What follows belongs to an exercise in optimizing a design on an open flow for small area, a short achievable clock period and few clock cycles per item; a production flow would make more cautious choices.
The RTL was checked by simulation tests, not by an equivalence proof against the original design.
Power is estimated from default activity; no workload was simulated.

==> design/flow/design.v <==
module lz_compress (
    input  wire        clk,
    input  wire        rst,
    input  wire        start,
    input  wire [12:0] src_len,
    input  wire [12:0] dst_cap,
    output wire        busy,
    output reg         done,
    output wire [7:0]  err_code,
    output wire [12:0] result_len,
    output wire [11:0] src_addr,
    input  wire [7:0]  src_rdata,
    output reg         dst_we,
    output reg  [12:0] dst_addr,
    output reg  [7:0]  dst_wdata,
    output reg  [11:0] head_addr,
    output reg         head_we,
    output reg  [12:0] head_wdata,
    input  wire [12:0] head_rdata,
    output reg  [10:0] chain_addr,
    output reg         chain_we,
    output wire [10:0] chain_wdata,
    input  wire [10:0] chain_rdata
);
    localparam [3:0]
        S_IDLE = 4'd0,
        S_CHK  = 4'd1,
        S_CLR  = 4'd2,
        S_HA   = 4'd3,    
        S_HB   = 4'd4,    
        S_SRCH = 4'd5,    
        S_DEC  = 4'd6,    
        S_T0   = 4'd7,    
        S_T1   = 4'd8,
        S_FIN  = 4'd9;
    reg [3:0]  state;
    reg [1:0]  err;
    reg [12:0] rem;          
    reg [12:0] q;            
    reg [12:0] co;           
    reg [3:0]  cnt;          
    reg [7:0]  w [0:9];      
    reg [11:0] sa;           
    reg [10:0] lk;
    reg        lkp;
    reg [3:0]  run_len;
    reg [12:0] hdr;
    reg        hpend;        
    reg        b1pend;
    reg [11:0] p;
    reg [10:0] room;         
    reg [10:0] delta;
    reg        cyc0, cyc1;
    reg [3:0]  bl;
    reg [10:0] bd;
    reg        iv;
    reg [3:0]  ik;
    reg        fv;
    reg [3:0]  fk;
    assign busy        = (state != S_IDLE);
    assign err_code    = {6'd0, err};
    assign result_len  = co;
    assign src_addr    = sa;
    assign chain_wdata = lk;
    function [12:0] radd;
        input [12:0] a, b;
        input        ci;
        integer      k;
        reg          c;
        begin
            c = ci;
            for (k = 0; k < 13; k = k + 1) begin
                radd[k] = a[k] ^ b[k] ^ c;
                c       = (a[k] & b[k]) | (c & (a[k] ^ b[k]));
            end
        end
    endfunction
    function eligible;
        input [7:0] b;
        begin
            eligible = (b == 8'h00) || (b >= 8'h09 && b <= 8'h7F);
        end
    endfunction
    wire [8:0] ha = {1'b0, w[1]};
    wire [8:0] hb = {1'b0, w[2]};
    wire [8:0] hash = {ha[3:0], ha[8:4]} ^ (ha >> 3) ^ {hb[6:0], hb[8:7]} ^ (hb >> 3) ^ {1'b0, w[3]};
    wire [11:0] hd     = q[11:0] - head_rdata[11:0];
    wire        hvalid = head_rdata[12] & ~hd[11];
    reg         ins_ok;      
    reg         clr_f;       
    reg         hb_f;        
    reg         srch_f;      
    wire [3:0]  lim    = (rem >= 13'd10) ? 4'd10 : rem[3:0];
    wire [10:0] dsrc    = cyc1 ? chain_rdata : delta;
    wire [11:0] c_np    = p - {1'b0, dsrc};
    wire [11:0] pf      = p + ((bl >= 4'd3) ? {8'd0, bl} : 12'd0);  
    wire [11:0] c_npf   = pf - {1'b0, dsrc};
    wire [10:0] c_room  = room - dsrc;
    wire        c_nval  = (dsrc != 11'd0) && (dsrc <= room);
    function [3:0] nxt;
        input [3:0] k;
        reg   [3:0] s1;
        begin
            s1  = (k == 4'd1) ? 4'd3 : k + 4'd1;
            nxt = (s1 == bl) ? s1 + 4'd1 : s1;
        end
    endfunction
    wire        i_first = (ik == bl) && (bl >= 4'd3);
    wire [3:0]  nk      = i_first ? 4'd0 : nxt(ik);
    wire        nv      = iv && (nk < lim);
    wire m        = (src_rdata == w[fk]);
    wire f_ext    = (fk > bl);
    wire f_last   = (fk != bl) && !(nxt(fk) < lim);
    wire ev_rej   = fv && !f_ext && !m;
    wire ev_end   = fv && m && f_last;
    wire ev_acc   = fv && f_ext && !m;
    wire sw       = ev_rej || ev_acc;
    wire sw_valid = c_nval;
    wire [3:0]  bl_new = ev_acc ? fk : bl;
    wire [11:0] sw_p   = c_np;
    wire [11:0] acc_a  = (p + {8'd0, fk}) - {1'b0, delta};
    wire [11:0] sw_a   = ev_acc ? acc_a : c_npf;
    wire       is_pair  = (w[0] == 8'h20) && (w[1][7:6] == 2'b01);
    wire       tok_pair = is_pair && (bl <= 4'd3);
    wire       tok_bref = !tok_pair && (bl >= 4'd3);
    wire [3:0] tok_len  = tok_pair ? 4'd2 : (tok_bref ? bl : 4'd1);
    wire [7:0]  lb       = (state == S_T1) ? w[2] : ((state == S_T0) ? w[1] : w[0]);
    wire        lb_lit   = eligible(lb) && (run_len == 4'd0);
    wire [12:0] co1      = radd(co, 13'd0, 1'b1);
    wire [12:0] co2      = radd(co, 13'd1, 1'b1);
    wire [12:0] q1       = radd(q, 13'd0, 1'b1);
    wire [12:0] rem1     = radd(rem, 13'h1fff, 1'b0);
    wire [12:0] sa1      = radd({1'b0, sa}, 13'd0, 1'b1);
    wire [12:0] q10      = radd(q, 13'd10, 1'b0);
    wire        t_pair   = (rem == 13'd2) && (w[1] == 8'h20) && (w[2][7:6] == 2'b01);
    reg        new_we;
    reg        wr_we;
    reg [12:0] wr_addr;
    reg [7:0]  wr_data;
    always @(*) begin
        head_addr  = {3'd0, clr_f ? q[8:0] : hash};
        head_we    = clr_f | (hb_f & ins_ok);
        head_wdata = {~clr_f, q[11:0]};       
        chain_addr = srch_f ? p[10:0] : q[10:0];
        chain_we   = lkp & ~srch_f;
        new_we     = 1'b0;
        wr_addr   = co;
        wr_data  = lb;
        case (state)
            S_DEC: begin
                new_we = 1'b1;
                if (tok_pair) begin
                    wr_data = w[1] ^ 8'h80;
                end else if (tok_bref) begin
                    wr_data = {2'b10, bd[10:5]};
                end else if (!lb_lit && run_len == 4'd0) begin
                    wr_addr = co1;
                end
            end
            S_T0: begin
                if (hpend) begin
                    new_we = 1'b0;
                end else if (t_pair) begin
                    new_we    = 1'b1;
                    wr_data = w[2] ^ 8'h80;
                end else if (rem != 13'd0) begin
                    new_we = 1'b1;
                    if (!lb_lit && run_len == 4'd0) wr_addr = co1;
                end
            end
            S_T1: begin
                new_we = !hpend;
                if (!lb_lit && run_len == 4'd0) wr_addr = co1;
            end
            S_FIN: begin
                if (!b1pend && !hpend && run_len != 4'd0) begin
                    new_we    = 1'b1;
                    wr_addr  = hdr;
                    wr_data = {4'd0, run_len};
                end
            end
            default: ;
        endcase
        wr_we = new_we;
        if (!new_we) begin
            if (b1pend) begin
                wr_we    = 1'b1;
                wr_addr  = co;
                wr_data = {bd[4:0], bl[2:0] - 3'd3};
            end else if (hpend) begin
                wr_we    = 1'b1;
                wr_addr  = hdr;
                wr_data = {4'd0, run_len};
            end
        end
    end
    integer i;
    always @(posedge clk) begin
        if (rst) begin
            dst_we <= 1'b0;
        end else begin
            dst_we <= wr_we;
        end
        dst_addr  <= wr_addr;
        dst_wdata <= wr_data;
    end
    always @(posedge clk) begin
        if (rst) begin
            state   <= S_IDLE;
            clr_f   <= 1'b0;
            hb_f    <= 1'b0;
            srch_f  <= 1'b0;
            done    <= 1'b0;
            err     <= 2'd0;
            co      <= 13'd0;
            lkp     <= 1'b0;
            hpend   <= 1'b0;
            b1pend  <= 1'b0;
            run_len <= 4'd0;
            fv      <= 1'b0;
            iv      <= 1'b0;
        end else begin
            done <= 1'b0;
            hb_f <= 1'b0;
            if (!new_we) begin
                if (b1pend) begin
                    b1pend <= 1'b0;
                    co     <= co1;
                end else if (hpend) begin
                    hpend   <= 1'b0;
                    run_len <= 4'd0;
                end
            end
            if (chain_we) lkp <= 1'b0;
            case (state)
                S_IDLE: begin
                    if (start) begin
                        rem   <= src_len;
                        ins_ok <= (src_len >= 13'd3);
                        co    <= dst_cap;
                        state <= S_CHK;
                    end
                end
                S_CHK: begin
                    if (rem > 13'd4096 || co > 13'd4609) begin
                        err   <= 2'd2;
                        co    <= 13'd0;
                        done  <= 1'b1;
                        state <= S_IDLE;
                    end else if (co < rem + {3'd0, rem[12:3]} + 13'd1) begin
                        err   <= 2'd3;
                        co    <= 13'd0;
                        done  <= 1'b1;
                        state <= S_IDLE;
                    end else begin
                        co      <= 13'd0;
                        q       <= 13'd0;
                        sa      <= 12'd3594;     
                        run_len <= 4'd0;
                        hpend   <= 1'b0;
                        b1pend  <= 1'b0;
                        lkp     <= 1'b0;
                        cnt     <= 4'd0;
                        state   <= S_CLR;
                        clr_f   <= 1'b1;
                    end
                end
                S_CLR: begin
                    for (i = 0; i < 9; i = i + 1) w[i] <= w[i+1];
                    w[9] <= src_rdata;
                    if (q[8:0] == 9'd511) begin
                        q     <= 13'h1fff;      
                        state <= S_HA;
                        clr_f <= 1'b0;
                    end else begin
                        q  <= q1;
                        sa <= sa1[11:0];
                    end
                end
                S_HA: begin
                    q <= q1;
                    if (cnt == 4'd0 && !ins_ok) begin
                        state <= S_T0;
                    end else begin
                        state <= S_HB;
                        hb_f  <= 1'b1;
                    end
                end
                S_HB: begin
                    lk  <= hvalid ? hd[10:0] : 11'd0;
                    lkp <= ins_ok;
                    for (i = 0; i < 9; i = i + 1) w[i] <= w[i+1];
                    w[9] <= src_rdata;
                    if (cnt != 4'd0) begin
                        cnt   <= cnt - 4'd1;
                        rem   <= rem1;
                        ins_ok <= (rem >= 13'd4);
                        sa    <= sa1[11:0];
                        state <= S_HA;
                    end else begin
                        bl    <= 4'd2;
                        p     <= head_rdata[11:0];
                        room  <= ~hd[10:0];
                        sa    <= hvalid ? head_rdata[11:0] : q10[11:0];
                        iv    <= 1'b1;
                        ik    <= 4'd0;
                        fv    <= 1'b0;
                        cyc0  <= 1'b1;
                        cyc1  <= 1'b0;
                        state <= hvalid ? S_SRCH : S_DEC;
                        srch_f <= hvalid;
                    end
                end
                S_SRCH: begin
                    cyc0 <= 1'b0;
                    cyc1 <= cyc0;
                    if (cyc1) delta <= chain_rdata;
                    if (ev_end) begin
                        bl    <= lim;
                        bd    <= ~room;
                        fv    <= 1'b0;
                        sa    <= q10[11:0];
                        state <= S_DEC;
                        srch_f <= 1'b0;
                    end else if (sw) begin
                        if (ev_acc) begin
                            bl <= fk;
                            bd <= ~room;
                        end
                        fv <= 1'b0;
                        if (!sw_valid) begin
                            sa    <= q10[11:0];
                            state <= S_DEC;
                            srch_f <= 1'b0;
                        end else begin
                            p    <= sw_p;
                            room <= c_room;
                            sa   <= sw_a;
                            cyc0 <= 1'b1;
                            cyc1 <= 1'b0;
                            iv   <= 1'b1;
                            ik   <= (bl_new >= 4'd3) ? bl_new : 4'd0;
                        end
                    end else begin
                        fv  <= iv;
                        fk  <= ik;
                        iv  <= nv;
                        ik  <= nk;
                        sa  <= p + {8'd0, nk};
                    end
                end
                S_DEC: begin
                    q   <= q1;
                    rem <= rem1;
                    ins_ok <= (rem >= 13'd4);
                    cnt <= tok_len - 4'd1;
                    state <= (tok_len == 4'd1 && rem < 13'd4) ? S_T0 : S_HB;
                    hb_f  <= !(tok_len == 4'd1 && rem < 13'd4);
                    if (tok_pair || tok_bref) begin
                        co <= co1;
                        if (run_len != 4'd0) hpend <= 1'b1;
                        b1pend <= tok_bref;
                    end else if (lb_lit) begin
                        co <= co1;
                    end else begin
                        if (run_len == 4'd0) begin
                            hdr <= co;
                            co  <= co2;
                        end else begin
                            co  <= co1;
                        end
                        run_len <= run_len + 4'd1;
                        if (run_len == 4'd7) hpend <= 1'b1;
                    end
                end
                S_T0, S_T1: begin
                    if (hpend) begin
                        state <= state;
                    end else if (state == S_T0 && t_pair) begin
                        co <= co1;
                        if (run_len != 4'd0) hpend <= 1'b1;
                        state <= S_FIN;
                    end else if (state == S_T0 && rem == 13'd0) begin
                        state <= S_FIN;
                    end else begin
                        if (lb_lit) begin
                            co <= co1;
                        end else begin
                            if (run_len == 4'd0) begin
                                hdr <= co;
                                co  <= co2;
                            end else begin
                                co  <= co1;
                            end
                            run_len <= run_len + 4'd1;
                            if (run_len == 4'd7) hpend <= 1'b1;
                        end
                        state <= (state == S_T0 && rem == 13'd2) ? S_T1 : S_FIN;
                    end
                end
                S_FIN: begin
                    if (!b1pend && !hpend) begin
                        if (run_len != 4'd0) begin
                            run_len <= 4'd0;
                        end else begin
                            err   <= 2'd0;
                            done  <= 1'b1;
                            state <= S_IDLE;
                        end
                    end
                end
                default: state <= S_IDLE;
            endcase
        end
    end
endmodule
==> design/flow/flow/run.sh <==
#!/bin/bash
# Standard layout (the standard.sh, standard synthesis), with plain
# buffers (buf_1) on the ports instead of the delay buffers buffer_ports picks
# by default, and timing repair aiming 5.5 ns below the 10 ns clock.
set -euo pipefail
export BUFFER_PORTS_ARGS="-buffer_cell sky130_fd_sc_hd__buf_1"
export SETUP_SLACK_MARGIN=5.5
bash standard.sh > standard.log 2>&1
==> design/flow/standard.sh <==
#!/bin/bash
# synth_recipe.tcl (not shown) runs the flow's synth.tcl, then flattens the netlist and writes it again
# the make line also repeats each setting of config.mk as NAME=value (left out here)
make -C /OpenROAD-flow-scripts/flow DESIGN_CONFIG=/design/flow/config.mk WORK_HOME=/design/flow/orfs CLKGATE_MAP_FILE= SYNTH_SCRIPT=/design/flow/synth_recipe.tcl "${@:-finish}"
==> design/flow/config.mk <==
export PLATFORM = sky130hd
export DESIGN_NAME = lz_compress
export DESIGN_NICKNAME = lz_compress
export VERILOG_FILES = /design/flow/design.v
export SDC_FILE = /design/flow/constraint.sdc
export NUM_CORES = 4
export LEC_CHECK = 0
export CAP_MARGIN = 20
export CORE_MARGIN = 2
export CORE_UTILIZATION = 50
export CTS_BUF_LIST = sky130_fd_sc_hd__clkbuf_4 sky130_fd_sc_hd__clkbuf_8
export SLEW_MARGIN = 20
==> design/flow/constraint.sdc <==
create_clock -name core_clock -period 10.0 [get_ports {clk}]
set_input_delay 2.0000 -clock core_clock [delete_from_list [all_inputs] [get_ports {clk}]]
set_output_delay 2.0000 -clock core_clock [all_outputs]
set_load 0.01 [all_outputs]
==> run notes <==
cell usage in the layout (no fill, tap or decap), drive strengths merged, types with 34 or more instances in the layout:
cell type  count
a21oi        127
buf          203
clkbuf        65
dfxtp         54
edfxtp       205
ha           181
inv          164
mux2i         46
nand2        192
nand3         34
nor2         117
nor3          39
o21ai        142
xnor2         79
xor2          41
worst max-delay path, delay by kind of cell:
family / cells / cell delay [ps]
AOI/OAI and AO/OA: 6 / 1120
xor gates and xnor gates: 1 / 150
adders and majority gates: 2 / 750
buffers and inverters: 3 / 240
muxes: 2 / 340
and+or+nand+nor: 2 / 260
synthesized netlist by cell type (10+ instances only):
cell type / count
edfxtp_1: 205
nand2_1: 192
ha_1: 181
inv_1: 162
o21ai_0: 133
a21oi_1: 126
nor2_1: 116
xnor2_1: 79
clkbuf_1: 69
dfxtp_1: 54
mux2i_1: 46
xor2_1: 41
nor3_1: 38
nand3_1: 33
a221oi_1: 29
a22oi_1: 29
a21o_1: 28
nor2b_1: 24
mux2_2: 23
a31oi_1: 19
a32oi_1: 19
fa_1: 19
nand2b_1: 19
o211ai_1: 19
a211oi_1: 18
o21a_1: 18
a222oi_1: 17
a22o_1: 17
buf_2: 17
nand4_1: 17
and2_1: 15
nor4_1: 14
o21bai_1: 14
a221o_1: 13
buf_4: 13
a21boi_0: 12
o22ai_1: 10
or3_1: 10
layout make-up:
type	count	area share, %
multi-input combinational	1519	52.4
clock buffer	64	3.68
clock inverter	28	0.970
inverter	164	2.79
sequential	259	32.8
tap	518	2.94
timing repair buffer	204	4.45
worst paths after layout:
kind                                         from             endpoint  slack [ps]  cells after the start
worst max-delay path               chain_rdata[2]     sa[10]$_DFFE_PP_        5500                     16
worst min-delay path            w[8][7]$_DFFE_PP_    w[7][7]$_DFFE_PP_         450                      0
worst max register to register    fk[1]$_DFFE_PP_  bl[1]$_SDFFCE_PN1P_        5680                     15
worst min register to register  w[8][7]$_DFFE_PP_    w[7][7]$_DFFE_PP_         450                      0
metal layers:
metal,vias to the layer above,track usage [%],part of all wire (%)
met5,-,0,0
met4,0,13.5,4.3
met3,146,4.37,7.0
met2,783,51.9,47
met1,8364,42.3,42
li1,7888,-,-
through the flow:
step	util, %	total power [mW]	instances	worst slack [ps]
floorplan	-	2.15	2044	5290
global placement	53.3	2.54	2640	4490
detailed placement	53.3	2.55	2640	4430
CTS	56.5	3.70	2736	5500
global route	57.5	3.92	2756	5320
finish	57.5	3.74	2756	5500
logic make-up after synthesis:
kind of cell             after synthesis  share of synthesized area, %
AO/OA/AOI/OAI                        594                          20.9
XOR/XNOR                             120                          5.44
adder cells (fa/ha/maj)              200                          13.7
buffers and inverters                269                          5.66
flip-flops                           259                          37.4
multiplexers                          69                          3.72
other                                  1                        0.0194
AND/OR/NAND/NOR                      524                          13.1
repair_timing:
| item | CTS | global route |
|---|---|---|
| setup buffers | 2 | 19 |
| setup endpoints to repair | 112 | 97 |
| pin swaps | 6 | 10 |
| cloned | 2 | 1 |
| hold buffers | 0 | 0 |
| resized for setup | 37 | 41 |
power by group through the flow:
stage | Clock (mW) | Sequential (mW) | Combinational [mW]
6_report | 1.12 | 1.49 | 1.14
5_1_grt | 1.19 | 1.50 | 1.23
4_1_cts | 1.13 | 1.48 | 1.09
3_5_place_dp | 0 | 1.51 | 1.05
3_3_place_gp | 0 | 1.50 | 1.04
2_1_floorplan | 0 | 1.45 | 0.702
flip-flops by register name (all words and copies together), names as in the netlist, 2 cells and up:
name / flops
bd: 11
bl: 4
cnt: 4
co: 13
delta: 11
dst_addr: 13
dst_wdata: 8
err: 2
fk: 4
hdr: 13
ik: 4
lk: 11
p: 12
q: 12
rem: 13
room: 11
run_len: 4
sa: 12
state: 4
w: 80
==> run notes <==
antenna fix cells 0; cell-internal power 2.36 mW; top cell type's share of synthesized area 31.9%; Initial Util 50.4%; antenna viol nets, final 0; overall routing resource usage 31.7%; Die Ht 201 microns; clk_skew 35.5 ps; GRT overflow 0; Core ar. 38400 sq um; hold_ws 449 ps; post-layout instance area 22100 sq um; Synth cell types 91; RePlAce Congestion 0.993; logic gate share of total power 30.4%; Cells after Synth 2036; CP Launch Type input port; sequential area share after synthesis 37.4%; maximum clock insertion buffer count 3; CP max FO 4; CTS Buf Count 49; arrival time worst endpoint 4860 ps; worst path cell trace buf_1 > mux2i_4 > inv_2 > fa_1 > inv_1 > ha_4 > nor2b_1 > o21ai_0 > nand2b_1 > a31oi_4 > o31ai_4 > a221oi_1 > xnor2_1 > mux2i_1 > o22ai_1 > o21ai_0; Sequential Power Share 39.7%; Max Cap Viol 0; initial antenna violation count 0; largest net degree at the start of global routing 81; DRC errors left 0; Top cell by count, worst path o21ai_0; required time worst endpoint 10360 ps; area grow syn2layout 14.2%; normalized max-slew margin 18.8%; EDFF count, synth 205; Switching Share 36.9%; Post-DP HPWL 47800 microns; # clock sinks 259; post-placement cell area 20500 sq um; clk latency of the worst-skew pair 650 ps; CP max-delay cell fa_1; worst-margin pin slew 1220 ps; Power Dens Cells 170 nW/um^2; Peak VDD IR 0.104 mV; wire length of the first global-routing pass 98600 microns; share of layout cells above drive strength 1 11.1%; area of the multi-input gates 11600 sq um; DRT iter0 DRCs 1774; post-synthesis register bit count 259; Clock power frac 29.9%; routed vias/inst 6.23; # rows 72; final period utilization 45.0%; min Tclk post-route 4500 ps; CTS tree yes; IO Port Bufs 157; Worst-path clk slew 60 ps; HP Class register to register; most used flip-flop cell after synthesis edfxtp_1; Pins Over Slew Limit 0; total negative slack 0 ps; nets 2458; synth top area cells edfxtp_1 (32%), ha_1 (12%), dfxtp_1 (5.6%); vias in the first global route 16200; leakage 8.65 nW; asr flop ratio synth 0%; status complete, no violations; crit path kind input port to register; Hold Vio Cnt, Final 0; fillers 3542; fmax 222 MHz; Post-Syn Area 19300 sq um; Synth area leader edfxtp_1; YS warnings 2; final setup vio count 0; routed len/inst 23.8 microns; Die X 201 microns; total vias in the final route 17200; RSZ-0062 raised after global routing yes; switching power 1.38 mW; area occupied by registers 7240 sq um; Root Buffer clkbuf_8; syn_area_per_cell 9.49 sq um; Max stage delay on crit path 500 ps; kind of end point of the critical path register; die footprint 40200 sq um; DRT Pass-1 Iters 12; CTS H-tree lvls 2; num ports 167; final wirelength 65700 microns
Testbench counts, summed over its fixed seeds: cycles 333,986, bytes 47,585.

[separate check: timing with driven ports]
In the flow no input, the clock included, has a driving cell. The finished layout below was timed again as built, in two steps.
Step 1 (the two cells are an assumption about what drives the block):
set clk [get_ports {clk}]
set_driving_cell -lib_cell sky130_fd_sc_hd__clkbuf_16 $clk
set_driving_cell -lib_cell sky130_fd_sc_hd__buf_2 [delete_from_list [all_inputs] $clk]
Step 2 times the ports against the registers' clock, not the clock port: input delays grow and output delays shrink by t, the midpoint of the rising clock arrivals with the driver on.
Slacks: ideal / step 1 / step 2; pairs: ideal / step 1.
t, ns: 0.688
setup WS [ns]: 5.499 / 5.469 / 4.846
worst slew at a driven data input, ns: 0.04
After both steps setup and hold are still met in this run. The setup slack of this run moves by -0.030 ns with the drivers and by -0.653 ns with both steps.
